This is an optimization exercise on Yosys and OpenROAD, whose aim is small area, a short achievable clock period and few clock cycles per item, not a production implementation.
Where RTL was checked, it was by simulation tests only, not by an equivalence proof against the original.
For run 4, only the layout was checked, not whether the RTL still works.
Power is estimated from default activity; no workload was simulated.

==> design/flow/design.v <==
module swar_scan (
    input  wire        clk,
    input  wire        rst,
    input  wire        cmd_valid,
    output wire        cmd_ready,
    input  wire [31:0] cmd,
    input  wire [63:0] a,
    input  wire [63:0] b,
    input  wire [7:0]  c,
    output reg         done,
    output reg         err,
    output wire [63:0] res,
    output wire        mem_req_valid,
    input  wire        mem_req_ready,
    output wire [63:0] mem_req_addr,
    input  wire        mem_rsp_valid,
    input  wire [63:0] mem_rsp_data
);
    reg        idle;        
    reg        go;          
    reg        s1, s2;      
    reg        sc;          
    reg        first;       
    reg        rev, str;    
    reg [7:0]  tgt;         
    reg [2:0]  lenlo;       
    reg [63:0] addr;        
    reg [28:0] idx;         
    reg [31:0] u;           
    reg [1:0]  out;         
    reg [1:0]  drop;        
    reg [2:0]  pos;
    reg        nf;          
    reg        hi;          
    reg        iw;          
    reg        ini;         
    reg        pd, pe;      
    wire lp = !idle && !str && !go && !pd && (out == 2'd1) && (drop == 2'd0);
    assign cmd_ready     = idle || (lp && mem_rsp_valid);
    wire sw = str && go && (out == 2'd1) && (drop == 2'd0);
    wire nz = &{|mem_rsp_data[63:56], |mem_rsp_data[55:48], |mem_rsp_data[47:40], |mem_rsp_data[39:32],
                |mem_rsp_data[31:24], |mem_rsp_data[23:16], |mem_rsp_data[15:8],  |mem_rsp_data[7:0]};
    wire thr = str ? (out == drop) : (out != 2'd3);
    assign mem_req_valid = (go && thr) || (sw && mem_rsp_valid && nz);
    assign mem_req_addr  = addr;
    wire req_fire = mem_req_valid && mem_req_ready;
    wire fire = cmd_valid && cmd_ready;
    wire [1:0] cur  = out - drop;
    wire rsp  = mem_rsp_valid && (drop == 2'd0);
    wire last = !go && (cur == 2'd1);
    wire mask_en = (rev ? first : last) && (lenlo != 3'd0);
    reg  [7:0] hit;
    integer i;
    always @* begin
        for (i = 0; i < 8; i = i + 1)
            hit[i] = (mem_rsp_data[8*i +: 8] == tgt) && !(mask_en && (i >= lenlo));
    end
    wire any = |hit;
    reg [2:0] fpos, lpos;
    integer j, k;
    always @* begin
        fpos = 3'd0;
        for (j = 7; j >= 0; j = j - 1)
            if (hit[j]) fpos = j[2:0];
        lpos = 3'd0;
        for (k = 0; k < 8; k = k + 1)
            if (hit[k]) lpos = k[2:0];
    end
    wire decide = rsp && (any || (!str && last));
    wire in_legal = ((cmd[7:0] == 8'h05 || cmd[7:0] == 8'h06) &&
                     cmd[31:12] == 20'd0 && cmd[10:8] == 3'd0)
                 || (cmd[31:0] == 32'h08);
    wire in_rev = cmd[1];
    wire in_str = cmd[3];
    wire in_run = in_legal && (in_str || b[31:0] != 32'd0);
    wire final_req = !str && (u == {31'd0, lenlo == 3'd0});
    integer lv, ii;
    wire        dn = (rev || s2) && !s1 && !sc;
    wire [28:0] alo = addr[31:3];
    reg  [28:0] alo_pp;                   
    always @* begin
        alo_pp = alo ^ {29{dn}};
        for (lv = 0; lv < 5; lv = lv + 1)
            for (ii = 0; ii < 29; ii = ii + 1)
                if ((ii >> lv) & 1)
                    alo_pp[ii] = alo_pp[ii] & alo_pp[((ii >> lv) << lv) - 1];
    end
    wire [28:0] alo_cnt = alo ^ {alo_pp[27:0], 1'b1};
    reg  [28:0] ag, ap;
    always @* begin
        ag = alo & u[28:0];
        ap = alo ^ u[28:0];
        for (lv = 0; lv < 5; lv = lv + 1)
            for (ii = 0; ii < 29; ii = ii + 1)
                if ((ii >> lv) & 1) begin
                    ag[ii] = ag[ii] | (ap[ii] & ag[((ii >> lv) << lv) - 1]);
                    ap[ii] = ap[ii] & ap[((ii >> lv) << lv) - 1];
                end
    end
    wire [28:0] alo_add = alo ^ u[28:0] ^ {ag[27:0], 1'b0};
    wire [28:0] alo_n = s1 ? alo_add : alo_cnt;
    wire        acy = sc || alo_pp[28];
    wire [31:0] ahi = addr[63:32];
    reg  [31:0] ahi_pp;
    always @* begin
        ahi_pp = ahi ^ {32{dn}};
        for (lv = 0; lv < 5; lv = lv + 1)
            for (ii = 0; ii < 32; ii = ii + 1)
                if ((ii >> lv) & 1)
                    ahi_pp[ii] = ahi_pp[ii] & ahi_pp[((ii >> lv) << lv) - 1];
    end
    wire [31:0] ahi_n = ahi ^ ({ahi_pp[30:0], 1'b1} & {32{acy}});
    wire        idn = rev;
    reg  [28:0] idx_pp;
    always @* begin
        idx_pp = idx ^ {29{idn}};
        for (lv = 0; lv < 5; lv = lv + 1)
            for (ii = 0; ii < 29; ii = ii + 1)
                if ((ii >> lv) & 1)
                    idx_pp[ii] = idx_pp[ii] & idx_pp[((ii >> lv) << lv) - 1];
    end
    wire [28:0] idx_n = idx ^ {idx_pp[27:0], 1'b1};
    reg  [31:0] u_pp;
    always @* begin
        u_pp = ~u;
        for (lv = 0; lv < 5; lv = lv + 1)
            for (ii = 0; ii < 32; ii = ii + 1)
                if ((ii >> lv) & 1)
                    u_pp[ii] = u_pp[ii] & u_pp[((ii >> lv) << lv) - 1];
    end
    wire [31:0] u_n = u ^ {u_pp[30:0], 1'b1};
    wire        u_en = str ? (rsp && iw) : req_fire;
    wire [1:0] out_n = out + {1'b0, req_fire} - {1'b0, mem_rsp_valid};
    reg  [1:0] drop_n;
    reg        go_n, str_n;
    always @* begin
        drop_n = drop;
        if (mem_rsp_valid && drop != 2'd0) drop_n = drop - 2'd1;
        if (decide) drop_n = out_n;
        go_n = go;
        if (s1) go_n = !s2 && !ag[28];
        else if (sc) go_n = !s2;
        else if (s2) go_n = 1'b1;
        if (req_fire && final_req) go_n = 1'b0;
        if (decide) go_n = 1'b0;
        str_n = str;
        if (fire) begin
            go_n  = in_run && !in_rev;
            str_n = in_str;
        end
        if (rst) begin
            drop_n = 2'd0;
            go_n   = 1'b0;
        end
    end
    wire [1:0] rst_out_n = rst ? 2'd0 : out_n;
    always @(posedge clk) begin
        done <= 1'b0;
        out  <= rst_out_n;
        drop <= drop_n;
        go   <= go_n;
        str  <= str_n;
        if (rsp) begin
            first <= 1'b0;
            pos   <= rev ? lpos : fpos;
            nf    <= !any;
            hi    <= str && any;
        end
        ini <= 1'b0;
        if (ini) begin
            idx <= rev ? u[28:0] : {29{1'b1}};
            iw  <= 1'b1;
        end else if (rsp && !(rev && first && lenlo != 3'd0)) begin
            idx <= idx_n;
            iw  <= (idx == {{28{1'b1}}, 1'b0});
        end
        sc <= s1 && ag[28];
        s1 <= 1'b0;
        if (s2 && !s1 && !sc)
            s2 <= 1'b0;
        if (s1 || (s2 && !sc) || req_fire)
            addr[31:3] <= alo_n;
        if (sc || (s2 && !s1) || req_fire)
            addr[63:32] <= ahi_n;
        if (u_en)
            u <= u_n;
        if (decide) begin
            idle <= 1'b1;
            done <= 1'b1;
            err  <= 1'b0;
        end
        pd <= 1'b0;
        if (pd) begin
            idle <= 1'b1;
            done <= 1'b1;
            err  <= pe;
            nf   <= 1'b1;
            hi   <= 1'b0;
        end
        if (fire) begin
            pe    <= !in_legal;
            tgt   <= in_str ? 8'h00 : c;
            addr  <= a;
            u     <= in_str ? 32'd0 : {3'd0, b[31:3]};
            lenlo <= b[2:0];
            rev   <= in_rev;
            first <= 1'b1;
            s1    <= in_run && in_rev;
            s2    <= in_run && in_rev && (b[2:0] == 3'd0);
            idle  <= 1'b0;
            ini   <= in_run;
            pd    <= !in_run;
        end
        if (rst) begin
            idle <= 1'b1;
            done <= 1'b0;
            s1   <= 1'b0;
            s2   <= 1'b0;
            sc   <= 1'b0;
            pd   <= 1'b0;
        end
    end
    assign res = {~u & {32{hi}}, {idx, pos} | {32{nf}}};
endmodule
==> design/flow/flow/run.sh <==
#!/bin/bash
# Standard ORFS layout, with plain buf_1 cells as the port buffers.
set -euo pipefail
export BUFFER_PORTS_ARGS="-buffer_cell sky130_fd_sc_hd__buf_1"
bash standard.sh synth > synth.log 2>&1
bash standard.sh > layout.log 2>&1
==> design/flow/standard.sh <==
#!/bin/bash
# synth_recipe.tcl (not shown) runs the flow's synth.tcl, then flattens the netlist and writes it again
# the make line also repeats each setting of config.mk as NAME=value (left out here)
make -C /OpenROAD-flow-scripts/flow DESIGN_CONFIG=/design/flow/config.mk WORK_HOME=/design/flow/orfs CLKGATE_MAP_FILE= SYNTH_SCRIPT=/design/flow/synth_recipe.tcl "${@:-finish}"
==> design/flow/config.mk <==
export PLATFORM = sky130hd
export DESIGN_NAME = swar_scan
export DESIGN_NICKNAME = swar_scan
export VERILOG_FILES = /design/flow/design.v
export SDC_FILE = /design/flow/constraint.sdc
export NUM_CORES = 4
export LEC_CHECK = 0
export CAP_MARGIN = 20
export CORE_MARGIN = 2
export CORE_UTILIZATION = 65
export CTS_BUF_LIST = sky130_fd_sc_hd__clkbuf_8
export SETUP_SLACK_MARGIN = 2.8
export SLEW_MARGIN = 20
==> design/flow/constraint.sdc <==
create_clock -name core_clock -period 6.5 [get_ports {clk}]
set_input_delay 1.3000 -clock core_clock [delete_from_list [all_inputs] [get_ports {clk}]]
set_output_delay 1.3000 -clock core_clock [all_outputs]
set_load 0.01 [all_outputs]
==> reports/qor.csv, run 1 <==
metric,value,unit
status,no timing/DRC/antenna violations,
grt_pass1_vias,11300,
grt_most_used_layer,met2,
layout-drive-gt1-share,0.0719,
clock_latency,480,ps
tritoncts,done,
post-synth-top-area-cell,edfxtp_1,
dieArea,20700,um^2
io_buffers,336,
yosysWarnings,1,
post-route-min-period,3640,ps
antenna_found_initial,0,
via_per_inst,6.16,
worstPathCellList,"buf_4, nand2_4, nor3_4, nand4_1, o31ai_2, buf_2",
coreArea,19300,um^2
use_met3,0.0680,
worst_pin_slew,1020,ps
postRouteWirelength,39000,um
skew,17.7,ps
drt_iter0_markers,973,
syn_nets,1734,
yosysUniqueCellTypes,82,
crit_path_max_fanout,8,
critPathTopFamily,simple AND/OR/NAND/NOR gates,
gp_congestion,0.968,
routedWlPerCell,19.2,um
synth-seq-cells,159,
grtUsageMet1,0.475,
hpwl,28700,um
vias,12500,
rows,51,
nNetsFinal,2033,
numCtsBuffers,17,
ys.flop_type,edfxtp_1,
dp.cells,1994,
hold_viol,0,
fin_util,0.755,
diodes,0,
synth_edf_count,143,
overflow,0,
clockBufferDepth,2,
p_leak,4.92,nW
start_kind,primary input,
yosysSeqAreaShare,0.363,
worst-path-buf-inv,2,
max-slew-margin-rel,0.321,
finalSetupViolations,0,
critical_path_class,in2out,
vdd_drop_max,174,uV
syn_avg_cell_area,8.74,um^2
initial_utilization,0.658,
finalNonFillerCells,2032,
track_usage,0.367,
die_height,144,um
synth-async-reset-ratio,0,
syn_inst,1455,
grt_pass1_wl,58500,um
synth_area_leaders,"edfxtp_1, xnor2_1, xor2_1, nor2_1, a21oi_1",
met2_usage,0.598,
final_cell_mix,"buf_1, edfxtp_1, nor2_1",
fmax,0.274,GHz
drtPass1Iterations,5,
hold_path.class,reg2reg,
cts-root-buf,clkbuf_8,
cts_max_level,4,
ios,369,
drv_slew,0,
critPathCaptureType,primary output,
yosysTopAreaCellShare,0.338,
hold_buffers,0,
drcViolationCount,0,
mostFrequentLayoutCell,buf_1,
arrival,2340,ps
grt_max_degree,114,
cts.clk_slew.worst_paths,90,ps
rsz0062_at_grt,false,
power_density,246,nW/um^2
die_w,144,um
tns,0,ps
slowest_stage,o31ai_2,
antenna_left,0,
cpPeakStageDelay,270,ps
worst_ep_required_time,5200,ps
area_delta_synth_final,14.7,%
cts.sinks,159,
min_period_over_period,0.561,
cap_viol_max_count,0,
syn_area,12700,um^2
==> worst reg2reg max path, stage by stage (launching register included) <==
cell and delay [ps]:
dfxtp_1 310, buf_4 280, or2_4 380, buf_4 200, or4_4 500, a222oi_1 370
buf_4 240, a41o_4 310, nand4b_4 220, nor3_2 320, xnor2_1 150, a21oi_1 80
==> cell usage after synthesis, types with 8 or more instances <==
library cell  number
and3_1            14
and2_1            12
buf_2             10
o211ai_1           9
nand2_1          121
or3_1              9
nor2b_1           43
or2_2             36
dfxtp_1           16
mux2_2             9
nor3_1            41
a21o_1             9
nand4_1           24
mux2i_1           13
a21oi_1           99
edfxtp_1         143
clkbuf_1          55
buf_1              8
nor4_1            52
xor2_1            94
nor2_1           135
o21ai_0           96
inv_1             36
ha_1              37
or4_1              9
xnor2_1          126
a31oi_1           21
nand3_1           53
==> layer usage <==
layer / share of wire / wire length, um
met1: 0.39 / 15200
met3: 0.10 / 3950
met4: 0.044 / 1720
met2: 0.46 / 18100
met5: 0 / 0
==> sequential cells by signal (all words and copies together), names as in the netlist, 2 cells and up <==
name   count
addr      64
tgt        8
out        2
u         32
pos        3
drop       2
idx       29
lenlo      3
==> timing repair <==
item                                    CTS  global route
buffers inserted                          1             5
hold endpoints to repair                  0             0
cloned                                    0             0
pin swaps                                 1             4
endpoints found under the setup margin   18            28
gates resized for setup                   5            12
==> logic make-up (layout without fill, tap and decap cells) <==
logic type      count (synthesis)  in the layout  synth area share
simple gates                  589            589             0.239
mux                            23             23            0.0191
fa+ha+maj                      42             42            0.0443
flops                         159            159             0.363
buf+inv                       111            423            0.0340
xor+xnor                      221            221             0.153
compound gates                310            310             0.147
==> path summary, 6_finish.rpt <==
kind | start | to | slack, ps | depth (start not counted)
worst max-delay path | mem_rsp_valid | mem_req_valid | 2860 | 6
worst min register to register | first | first | 450 | 2
worst min-delay path | first | first | 450 | 2
worst max register to register | s1 | addr[63] | 2890 | 11
==> per-stage QoR <==
stage               hold WS, ps  instance area (um^2)  worst slack (ps)  power (mW)
floorplan                   423                 12700              2850        2.45
global placement            433                 14100              2450        2.82
detailed placement          437                 14100              2340        2.86
CTS                         452                 14500              2750        3.55
global route                500                 14600              2780        3.78
finish                      449                 14600              2860        3.59
==> power by group <==
part | internal, mW | switching, mW | total [mW]
Sequential | 1.34 | 0.305 | 1.65
Clock | 0.275 | 0.425 | 0.700
Combinational | 0.543 | 0.694 | 1.24
==> final cells by class <==
class	instances	area, um^2
inverters	37	141
well taps	265	332
clock buffers	17	234
multi-input cells	1185	7740
clock inverters	15	133
flip-flops and latches	159	4610
repair buffers	354	1400
fillers	1547	4740
Testbench counts, summed over its fixed seeds: cycles 16,495, commands 1,600.
==> inputs of run 2 (changes only) <==
--- a/design/flow/config.mk
+++ b/design/flow/config.mk
@@ -11,3 +11,3 @@
 export CTS_BUF_LIST = sky130_fd_sc_hd__clkbuf_8
-export SETUP_SLACK_MARGIN = 2.8
+export SETUP_SLACK_MARGIN = 3.3
 export SLEW_MARGIN = 20
==> reports/qor.csv, run 2 <==
metric,value,unit
status,no timing/DRC/antenna violations,
ios,369,
syn_inst,1455,
diodes,0,
area_delta_synth_final,23.9,%
p_leak,5.52,nW
initial_utilization,0.658,
regToRegEndpoint,addr[61],
worst_pin_slew,1030,ps
pwr-share-clk,0.212,
drt_iter0_markers,1164,
worst-path-buf-inv,2,
critical_path_class,in2out,
fin_ws,2960,ps
cap_viol_max_count,0,
synth_edf_count,143,
cts-root-buf,clkbuf_8,
clock_latency,480,ps
hpwl,27100,um
antenna_left,0,
vdd_drop_max,145,uV
via_per_inst,6.16,
cpPeakStageDelay,310,ps
fmax,0.283,GHz
postRouteWirelength,40100,um
post-synth-top-area-cell,edfxtp_1,
hold_viol,0,
finalNonFillerCells,2085,
synth.most_common_cell,edfxtp_1,
arrival,2240,ps
min_path_cells,2,
critPathTopFamily,simple AND/OR/NAND/NOR gates,
antenna_found_initial,0,
hp-start,first,
drcViolationCount,0,
hold_end,first,
synth-seq-cells,159,
fin_util,0.815,
overflow,0,
report.power.total,3.81,mW
gp_congestion,0.943,
critPathCaptureType,primary output,
drv_slew,0,
layout-drive-gt1-share,0.157,
cts.sinks,159,
cts_max_level,4,
p_seq_frac,0.426,
post-route-min-period,3540,ps
ys_top_cells_by_count,"edfxtp_1, nor2_1, xnor2_1, nand2_1, a21oi_1",
numCtsBuffers,17,
net-switching-power,1.47,mW
yosysSeqAreaShare,0.363,
min_period_over_period,0.544,
crit_path_max_fanout,2,
tritoncts,done,
pwr-share-comb,0.362,
power_density,242,nW/um^2
r2r-start,s1,
largest_registers,"addr (64), u (32), idx (29)",
vias,12800,
p_int,2.34,mW
skew,12.6,ps
ys.flop_type,edfxtp_1,
nNetsFinal,2086,
routedWlPerCell,19.2,um
tns,0,ps
syn_avg_cell_area,8.74,um^2
hold_path.class,reg2reg,
io_buffers,336,
hold_slack,469,ps
worstPathCellList,"clkbuf_2, nor4_2, nand2_1, nand3_2, o31ai_4, buf_2",
max-slew-margin-rel,0.308,
switching_share,0.385,
reg2reg_depth,12,
yosysWarnings,1,
die_height,144,um
stdcell_area,15800,um^2
syn_nets,1734,
cts.clk_slew.worst_paths,90,ps
dp.cells,1993,
clockBufferDepth,2,
fillers,1288,
yosysUniqueCellTypes,82,
hold_buffers,0,
rows,51,
largest_reg_flops,64,
coreArea,19300,um^2
rsz0062_at_grt,true,
track_usage,0.355,
grt_pass1_wl,57400,um
mostFrequentLayoutCell,buf_1,
finalSetupViolations,0,
dpl_cell_area,14200,um^2
start_kind,primary input,
final_cell_mix,"buf_1, edfxtp_1, nor2_1",
die_w,144,um
grt_max_degree,79,
synth_area_leaders,"edfxtp_1, xnor2_1, xor2_1, nor2_1, a21oi_1",
place_ws,2370,ps
regMostFlops,addr,
grt_pass1_vias,11300,
dieArea,20700,um^2
slowest_stage,nor4_2,
synth-async-reset-ratio,0,
reg2reg_slack,3310,ps
drtPass1Iterations,7,
worst_ep_required_time,5200,ps
yosysTopAreaCellShare,0.338,
syn_area,12700,um^2
run 2: cell counts after synthesis:
No cell type changed its count.
run 2: cells by family after synthesis:
family / Yosys count / synth area share
adders and majority gates: 42 / 0.0443
DFF: 159 / 0.363
muxes: 23 / 0.0191
AOI/OAI and AO/OA: 310 / 0.147
and+or+nand+nor: 589 / 0.239
buffers and inverters: 111 / 0.0340
xor gates and xnor gates: 221 / 0.153
run 2: repair_timing:
item	4_1_cts	5_1_grt
endpoints found under the hold margin	0	0
endpoints found under the setup margin	182	149
pin swaps	21	39
resized for setup	65	110
cloned	0	3
setup buffers	16	41
run 2: power groups by stage:
stage	Combinational (mW)	Sequential [mW]	Clock, mW
6_report	1.38	1.63	0.807
3_5_place_dp	1.22	1.64	0
5_1_grt	1.52	1.65	0.852
4_1_cts	1.27	1.61	0.804
3_3_place_gp	1.18	1.63	0
2_1_floorplan	0.935	1.54	0
run 2: worst max-delay path by stage:
| stage | startpoint | to | slack (ps) | depth (start not counted) |
|---|---|---|---|---|
| finish | mem_rsp_data[31] | mem_req_valid | 2960 | 6 |
| CTS | mem_rsp_data[23] | mem_req_valid | 3010 | 6 |
| detailed placement | mem_rsp_valid | s2 | 2370 | 11 |
| floorplan | mem_rsp_valid | drop[1] | 3170 | 13 |
| global placement | mem_rsp_valid | s2 | 2420 | 11 |
| global route | mem_rsp_data[44] | mem_req_valid | 2900 | 6 |
run 2: layer usage:
layer	part of all wire	global-route usage
met1	0.39	0.480
met5	0	0
met2	0.47	0.559
met3	0.12	0.0820
met4	0.033	0.128
run 2: worst register-to-register path, stage by stage, from the launching register on:
cell and delay (ps):
dfxtp_4 370, buf_12 150, or2_4 260, buf_8 140, or4_4 490, a222oi_1 340
buf_4 210, a41o_4 230, nand4b_4 210, buf_4 230, nor3_4 110, xnor2_1 130
o21ai_1 70
run 2: area by class of cell:
type | count | area, um^2 | share of cell area
clock buffer | 17 | 234 | 0.0148
clock inverter | 15 | 184 | 0.0117
inverter | 37 | 146 | 0.00929
multi-input combinational | 1186 | 8180 | 0.519
sequential | 159 | 4620 | 0.293
tap | 265 | 332 | 0.0210
timing repair buffer | 406 | 2060 | 0.131
==> inputs of run 3 (changes only) <==
--- a/design/flow/config.mk
+++ b/design/flow/config.mk
@@ -7,3 +7,4 @@
 export LEC_CHECK = 0
-export CAP_MARGIN = 20
+export ABC_AREA = 1
+export CAP_MARGIN = 0
 export CORE_MARGIN = 2
@@ -11,3 +12,3 @@
 export CTS_BUF_LIST = sky130_fd_sc_hd__clkbuf_8
-export SETUP_SLACK_MARGIN = 3.3
-export SLEW_MARGIN = 20
+export SETUP_SLACK_MARGIN = 3.0
+export SLEW_MARGIN = 0
==> reports/qor.csv, run 3 <==
metric,value,unit
track_usage,0.360,
reg2reg_slack,3190,ps
grt_max_degree,80,
drv_slew,0,
ios,369,
worst_pin_slew,1080,ps
numCtsBuffers,17,
hpwl,30300,um
synth-seq-cells,159,
hold_slack,471,ps
tritoncts,done,
synth_edf_count,143,
power_density,271,nW/um^2
die_w,149,um
post-synth-top-area-cell,edfxtp_1,
vias,14800,
syn_nets,2285,
syn_area,13700,um^2
yosysWarnings,1,
final_cell_mix,"nand2_1, buf_1, nor2_1",
hold_buffers,0,
syn_avg_cell_area,6.85,um^2
critPathTopFamily,buffers and inverters,
mostFrequentLayoutCell,nand2_1,
synth.most_common_cell,nand2_1,
cts_max_level,4,
dieArea,22300,um^2
grt_pass1_wl,64300,um
yosysUniqueCellTypes,59,
cts.sinks,159,
coreArea,20900,um^2
ys.flop_type,edfxtp_1,
gp_congestion,0.961,
yosysTopAreaCellShare,0.312,
vdd_drop_max,139,uV
yosysSeqAreaShare,0.336,
finalNonFillerCells,2623,
worstPathCellList,"buf_8, nand2_4, buf_4, o31ai_4, buf_1",
max-slew-margin-rel,0.277,
critical_path_class,in2out,
routedWlPerCell,16.2,um
cpPeakStageDelay,370,ps
arrival,2190,ps
area_delta_synth_final,15.6,%
hold_path.class,reg2reg,
reg2reg_depth,16,
diodes,0,
skew,24.4,ps
crit_path_max_fanout,5,
start_kind,primary input,
largest_reg_flops,64,
min_path_cells,2,
cp.depth,5,
via_per_inst,5.65,
report.power.total,4.30,mW
cap_viol_max_count,0,
io_buffers,336,
antenna_found_initial,0,
drcViolationCount,0,
drt_iter0_markers,1288,
post-route-min-period,3490,ps
drtPass1Iterations,6,
status,no timing/DRC/antenna violations,
clock_latency,480,ps
postRouteWirelength,42400,um
p_leak,7.04,nW
cts.clk_slew.worst_paths,100,ps
regMostFlops,addr,
initial_utilization,0.658,
slowest_stage,o31ai_4,
largest_registers,"addr (64), u (32), idx (29)",
synth-async-reset-ratio,0,
tns,0,ps
hold_viol,0,
dp.cells,2561,
rsz0062_at_grt,true,
synth_area_leaders,"edfxtp_1, nand2_1, nor2_1, inv_1, nand3_1",
antenna_left,0,
critPathCaptureType,primary output,
cts-root-buf,clkbuf_8,
die_height,149,um
finalSetupViolations,0,
rows,53,
worst-path-buf-inv,3,
min_period_over_period,0.537,
nNetsFinal,2614,
worst_ep_required_time,5200,ps
fmax,0.286,GHz
ys_top_cells_by_count,"nand2_1, nor2_1, inv_1, edfxtp_1, nand3_1",
grt_pass1_vias,13400,
syn_inst,2006,
clockBufferDepth,2,
overflow,0,
layout-drive-gt1-share,0.0511,
## run 3: cell types whose count changed after synthesis, moves of 46 or more
cell | before | now
nand2_1 | 121 | 588
nor2_1 | 135 | 258
xnor2_1 | 126 | 72
nand3_1 | 53 | 143
xor2_1 | 94 | 48
inv_1 | 36 | 244
## run 3: kinds of logic after synthesis
group / count (synthesis) / share of synthesized area
XOR/XNOR: 120 / 0.0765
flip-flops: 159 / 0.336
buffers and inverters: 312 / 0.0939
multiplexers: 1 / 0.000728
adder cells (fa/ha/maj): 42 / 0.0410
AO/OA/AOI/OAI: 237 / 0.0990
AND/OR/NAND/NOR: 1135 / 0.353
## run 3: through the flow
step	utilization	instance area [um^2]	setup WS, ps
after detailed placement	0.722	15100	2120
after global placement	0.722	15100	2150
after global routing	0.761	15900	2960
final	0.761	15900	3010
after CTS	0.749	15600	2940
after floorplan	-	13800	2940
## run 3: worst min-delay path: stages (launching register included)
cell and delay, ps:
dfxtp_1 320, nand2_1 70, nand2_1 50
## run 3: repair_timing
| item | CTS | global route |
|---|---|---|
| gates cloned | 0 | 5 |
| endpoints found under the hold margin | 0 | 0 |
| buffers inserted | 11 | 14 |
| pin swaps | 7 | 9 |
| setup endpoints to repair | 129 | 121 |
| gates resized for setup | 21 | 18 |
## run 3: layer usage
metal  vias to the layer above  share of wire  GRT usage
li1                       7242              -          -
met1                      6653           0.39      0.476
met2                       823           0.46      0.587
met3                       107           0.11     0.0616
met4                         0          0.034      0.150
met5                         -              0          0
## run 3: final timing paths
kind | start | endpoint
worst min-delay path | first | first
worst max-delay path | mem_rsp_valid | cmd_ready
worst max register to register | rev | addr[55]
worst min register to register | first | first
## run 3: cell type report
cell class / count / area, um^2
multi-input combinational: 1540 / 8030
fill: 1695 / 5000
sequential: 159 / 4610
timing repair buffer: 368 / 1550
inverter: 249 / 945
tap: 275 / 344
clock buffer: 17 / 234
clock inverter: 15 / 174
## run 3: where the power goes
group / internal, mW / switching, mW
Combinational: 0.653 / 1.14
Clock: 0.355 / 0.446
Sequential: 1.43 / 0.280
==> inputs of run 4 (changes only) <==
--- a/design/flow/design.v
+++ b/design/flow/design.v
@@ -20,3 +20,3 @@
     reg        go;          
-    reg        s1, s2;      
+    reg        s2;          
     reg        sc;          
@@ -77,3 +77,3 @@
     integer lv, ii;
-    wire        dn = (rev || s2) && !s1 && !sc;
+    wire        dn = (rev || s2) && !sc;
     wire [28:0] alo = addr[31:3];
@@ -90,4 +90,4 @@
     always @* begin
-        ag = alo & u[28:0];
-        ap = alo ^ u[28:0];
+        ag = a[31:3] & b[31:3];
+        ap = a[31:3] ^ b[31:3];
         for (lv = 0; lv < 5; lv = lv + 1)
@@ -99,4 +99,3 @@
     end
-    wire [28:0] alo_add = alo ^ u[28:0] ^ {ag[27:0], 1'b0};
-    wire [28:0] alo_n = s1 ? alo_add : alo_cnt;
+    wire [28:0] in_top = a[31:3] ^ b[31:3] ^ {ag[27:0], 1'b0};
     wire        acy = sc || alo_pp[28];
@@ -140,4 +139,3 @@
         go_n = go;
-        if (s1) go_n = !s2 && !ag[28];
-        else if (sc) go_n = !s2;
+        if (sc) go_n = !s2;
         else if (s2) go_n = 1'b1;
@@ -147,3 +145,3 @@
         if (fire) begin
-            go_n  = in_run && !in_rev;
+            go_n  = in_run && !(in_rev && (b[2:0] == 3'd0 || ag[28]));
             str_n = in_str;
@@ -176,9 +174,8 @@
         end
-        sc <= s1 && ag[28];
-        s1 <= 1'b0;
-        if (s2 && !s1 && !sc)
+        sc <= 1'b0;
+        if (s2 && !sc)
             s2 <= 1'b0;
-        if (s1 || (s2 && !sc) || req_fire)
-            addr[31:3] <= alo_n;
-        if (sc || (s2 && !s1) || req_fire)
+        if ((s2 && !sc) || req_fire)
+            addr[31:3] <= alo_cnt;
+        if (sc || s2 || req_fire)
             addr[63:32] <= ahi_n;
@@ -202,3 +199,3 @@
             tgt   <= in_str ? 8'h00 : c;
-            addr  <= a;
+            addr  <= {a[63:32], in_rev ? in_top : a[31:3], a[2:0]};
             u     <= in_str ? 32'd0 : {3'd0, b[31:3]};
@@ -207,3 +204,3 @@
             first <= 1'b1;
-            s1    <= in_run && in_rev;
+            sc    <= in_run && in_rev && ag[28];
             s2    <= in_run && in_rev && (b[2:0] == 3'd0);
@@ -216,3 +213,2 @@
             done <= 1'b0;
-            s1   <= 1'b0;
             s2   <= 1'b0;
==> design/flow/config.mk (replaced) <==
export PLATFORM = sky130hd
export DESIGN_NAME = swar_scan
export DESIGN_NICKNAME = swar_scan
export VERILOG_FILES = /design/flow/design.v
export SDC_FILE = /design/flow/constraint.sdc
export NUM_CORES = 4
export LEC_CHECK = 0
export CAP_MARGIN = 20
export CORE_MARGIN = 2
export CORE_UTILIZATION = 40
export SETUP_SLACK_MARGIN = 3.0
export SLEW_MARGIN = 20
==> reports/qor.csv, run 4 <==
metric,value,unit
status,no timing/DRC/antenna violations,
worst_ep_required_time,5200,ps
reg2reg_depth,16,
syn_avg_cell_area,8.78,um^2
fin_ws,2670,ps
synthXorXnorAreaFrac,0.158,
min_period_over_period,0.590,
worst-path-buf-inv,2,
tns,0,ps
rows,65,
grt_max_degree,102,
hold_path.class,reg2reg,
die_w,182,um
syn_inst,1448,
final_cell_mix,"buf_1, xnor2_1, edfxtp_1",
grt_pass1_vias,11500,
use_met3,0.0351,
rsz0062_at_grt,true,
synth_top_family_by_area,simple AND/OR/NAND/NOR gates,
yosysSeqAreaShare,0.362,
cap_viol_max_count,0,
max-slew-margin-rel,0.376,
antenna_left,0,
seq_area,4600,um^2
pwr-share-comb,0.336,
synth_compound_area_frac,0.142,
skew,11.6,ps
yosysWarnings,1,
via_per_inst,5.66,
grt_pass1_wl,63400,um
synth-seq-cells,158,
slowest_stage,a31oi_4,
start_kind,primary input,
stdcell_area,16100,um^2
die_height,182,um
min_path_cells,2,
p_int,2.62,mW
net-switching-power,1.56,mW
clockBufferDepth,2,
mostFrequentLayoutCell,buf_1,
area_delta_synth_final,27.0,%
p_seq_frac,0.404,
critPathTopFamily,simple AND/OR/NAND/NOR gates,
yosysUniqueCellTypes,79,
overflow,0,
syn_nets,1727,
place_ws,1890,ps
grt_most_used_layer,met2,
hp-start,first,
cpPeakStageDelay,250,ps
io_buffers,336,
regMostFlops,addr,
vias,12400,
pwr-share-clk,0.260,
fin_util,0.514,
synth-async-reset-ratio,0,
multi_input_area,8160,um^2
cp.depth,8,
gp_congestion,0.874,
cts-root-buf,clkbuf_16,
cts.clk_slew.worst_paths,60,ps
arrival,2530,ps
power_density,259,nW/um^2
initial_utilization,0.405,
synth.most_common_cell,xnor2_1,
p_leak,5.42,nW
fmax,0.261,GHz
synth_area_leaders,"edfxtp_1, xnor2_1, xor2_1, a21oi_1, nor2_1",
synth_edf_count,143,
cts_max_level,4,
hold_buffers,0,
ios,369,
ys.flop_type,edfxtp_1,
postRouteWirelength,42800,um
worstPathCellList,"buf_6, nor4_4, nand2_1, nand4_1, a2111oi_4, nand4_1, a31oi_4, buf_6",
regToRegEndpoint,drop[1],
synth-simple-area-share,0.242,
drtPass1Iterations,5,
vdd_drop_max,156,uV
hold_end,first,
crit_path_max_fanout,2,
dieArea,33200,um^2
coreArea,31400,um^2
numCtsBuffers,17,
clock_latency,440,ps
reg2reg_slack,3090,ps
hpwl,29600,um
critical_path_class,in2out,
finalSetupViolations,0,
dpl_cell_area,14400,um^2
routedWlPerCell,19.5,um
layout-drive-gt1-share,0.129,
largest_reg_flops,64,
cts.sinks,158,
nNetsFinal,2061,
antenna_found_initial,2,
worst_pin_slew,935,ps
critPathCaptureType,primary output,
ys_top_cells_by_count,"xnor2_1, edfxtp_1, nor2_1, nand2_1, a21oi_1",
drt_iter0_markers,990,
switching_share,0.374,
tritoncts,done,
hold_viol,0,
post-synth-top-area-cell,edfxtp_1,
synthAdderAreaFrac,0.0443,
yosysTopAreaCellShare,0.338,
synth_mux_area_frac,0.0185,
r2r-start,drop[0],
syn_area,12700,um^2
largest_registers,"addr (64), u (32), idx (29)",
track_usage,0.243,
grtUsageMet1,0.350,
drcViolationCount,0,
drv_slew,0,
post-route-min-period,3830,ps
fillers,2972,
met2_usage,0.377,
[run 4: cell count changes after synthesis, moves of 24 or more]
cell / before / now
nand2_1: 588 / 112
inv_1: 244 / 31
nor2_1: 258 / 124
nand3_1: 143 / 47
xnor2_1: 72 / 153
nor2b_1: 0 / 51
nor4_1: 11 / 55
nor3_1: 24 / 59
nand4_1: 54 / 26
a21oi_1: 84 / 110
xor2_1: 48 / 73
or2_2: 14 / 38
[run 4: layout make-up]
type | count | area share
timing repair buffer | 386 | 0.131
tap | 402 | 0.0312
clock buffer | 18 | 0.0266
sequential | 158 | 0.285
multi-input combinational | 1185 | 0.506
antenna | 2 | 0.000310
clock inverter | 14 | 0.0112
inverter | 34 | 0.00853
[run 4: worst max path at each step]
stage | startpoint | endpoint
6_report | mem_rsp_data[14] | mem_req_valid
5_1_grt | mem_rsp_data[14] | mem_req_valid
4_1_cts | mem_rsp_data[57] | mem_req_valid
3_5_place_dp | mem_rsp_valid | addr[34]
3_3_place_gp | mem_rsp_valid | addr[48]
2_1_floorplan | mem_rsp_valid | addr[10]
[run 4: tightest hold or removal path, stage by stage (launching register included)]
cell	delay (ps)
dfxtp_1	310
nand2_1	50
nand2_1	40
[run 4: routing by layer]
layer | routed length [um] | vias to the layer above | part of all wire
met5 | 0 | - | 0
met4 | 954 | 0 | 0.022
met3 | 2770 | 64 | 0.065
met2 | 19500 | 472 | 0.46
met1 | 19600 | 5958 | 0.46
li1 | - | 5954 | -
[run 4: through the flow]
stage | hold WS [ps] | total power, mW | cells
after floorplan | 423 | 2.52 | 1448
after global placement | 431 | 2.92 | 2123
after detailed placement | 439 | 2.95 | 2123
after CTS | 450 | 4.11 | 2180
after global routing | 455 | 4.40 | 2199
final | 451 | 4.18 | 2199
[run 4: kinds of logic (layout without fill, tap and decap cells)]
family,count (synthesis),count (layout)
and+or+nand+nor,593,594
muxes,22,22
DFF,158,158
buffers and inverters,107,452
adders and majority gates,42,42
other,0,2
xor gates and xnor gates,227,227
AOI/OAI and AO/OA,299,300
[run 4: repair_timing]
action / 4_1_cts / 5_1_grt
resized for setup: 86 / 109
pin swaps: 18 / 33
setup endpoints to repair: 148 / 52
cloned: 3 / 1
buffers inserted: 22 / 16
[run 4: power by group through the flow]
stage          registers (mW)  logic [mW]  clock network, mW
6_report                 1.69        1.40               1.09
4_1_cts                  1.68        1.33               1.10
3_3_place_gp             1.69        1.22                  0
3_5_place_dp             1.70        1.25                  0
5_1_grt                  1.72        1.54               1.13
2_1_floorplan            1.61       0.907                  0

[separate check: timing with driven ports]
How much do the figures lean on ideal ports? The routed layouts below were timed once more, with nothing changed but the port constraints.
Step 1 assumes that a clkbuf_16 drives the clock port and a buf_2 every other input.
Step 2 also shifts input and output timing later by t, the mid clock arrival at the registers, as if the neighbouring blocks saw the same clock.
a / b / c = no drivers / after step 1 / after step 2; a / b = the first two.
run | t (ns) | slack for setup (ns) | worst hold slack (ns) | cell pins on the clock port's net
run 1 | 0.519 | 2.856 / 2.811 / 2.497 | 0.449 / 0.449 / 0.449 | 1
run 2 | 0.518 | 2.961 / 2.938 / 2.840 | 0.469 / 0.469 / 0.469 | 1
run 3 | 0.518 | 3.009 / 2.918 / 2.591 | 0.471 / 0.471 / 0.471 | 1
run 4 | 0.481 | 2.665 / 2.594 / 2.359 | 0.451 / 0.451 / 0.451 | 1
After both steps setup and hold are still met in every run listed. The setup slack of run 3, which loses most, moves by -0.091 ns with the drivers and by -0.418 ns with both steps.
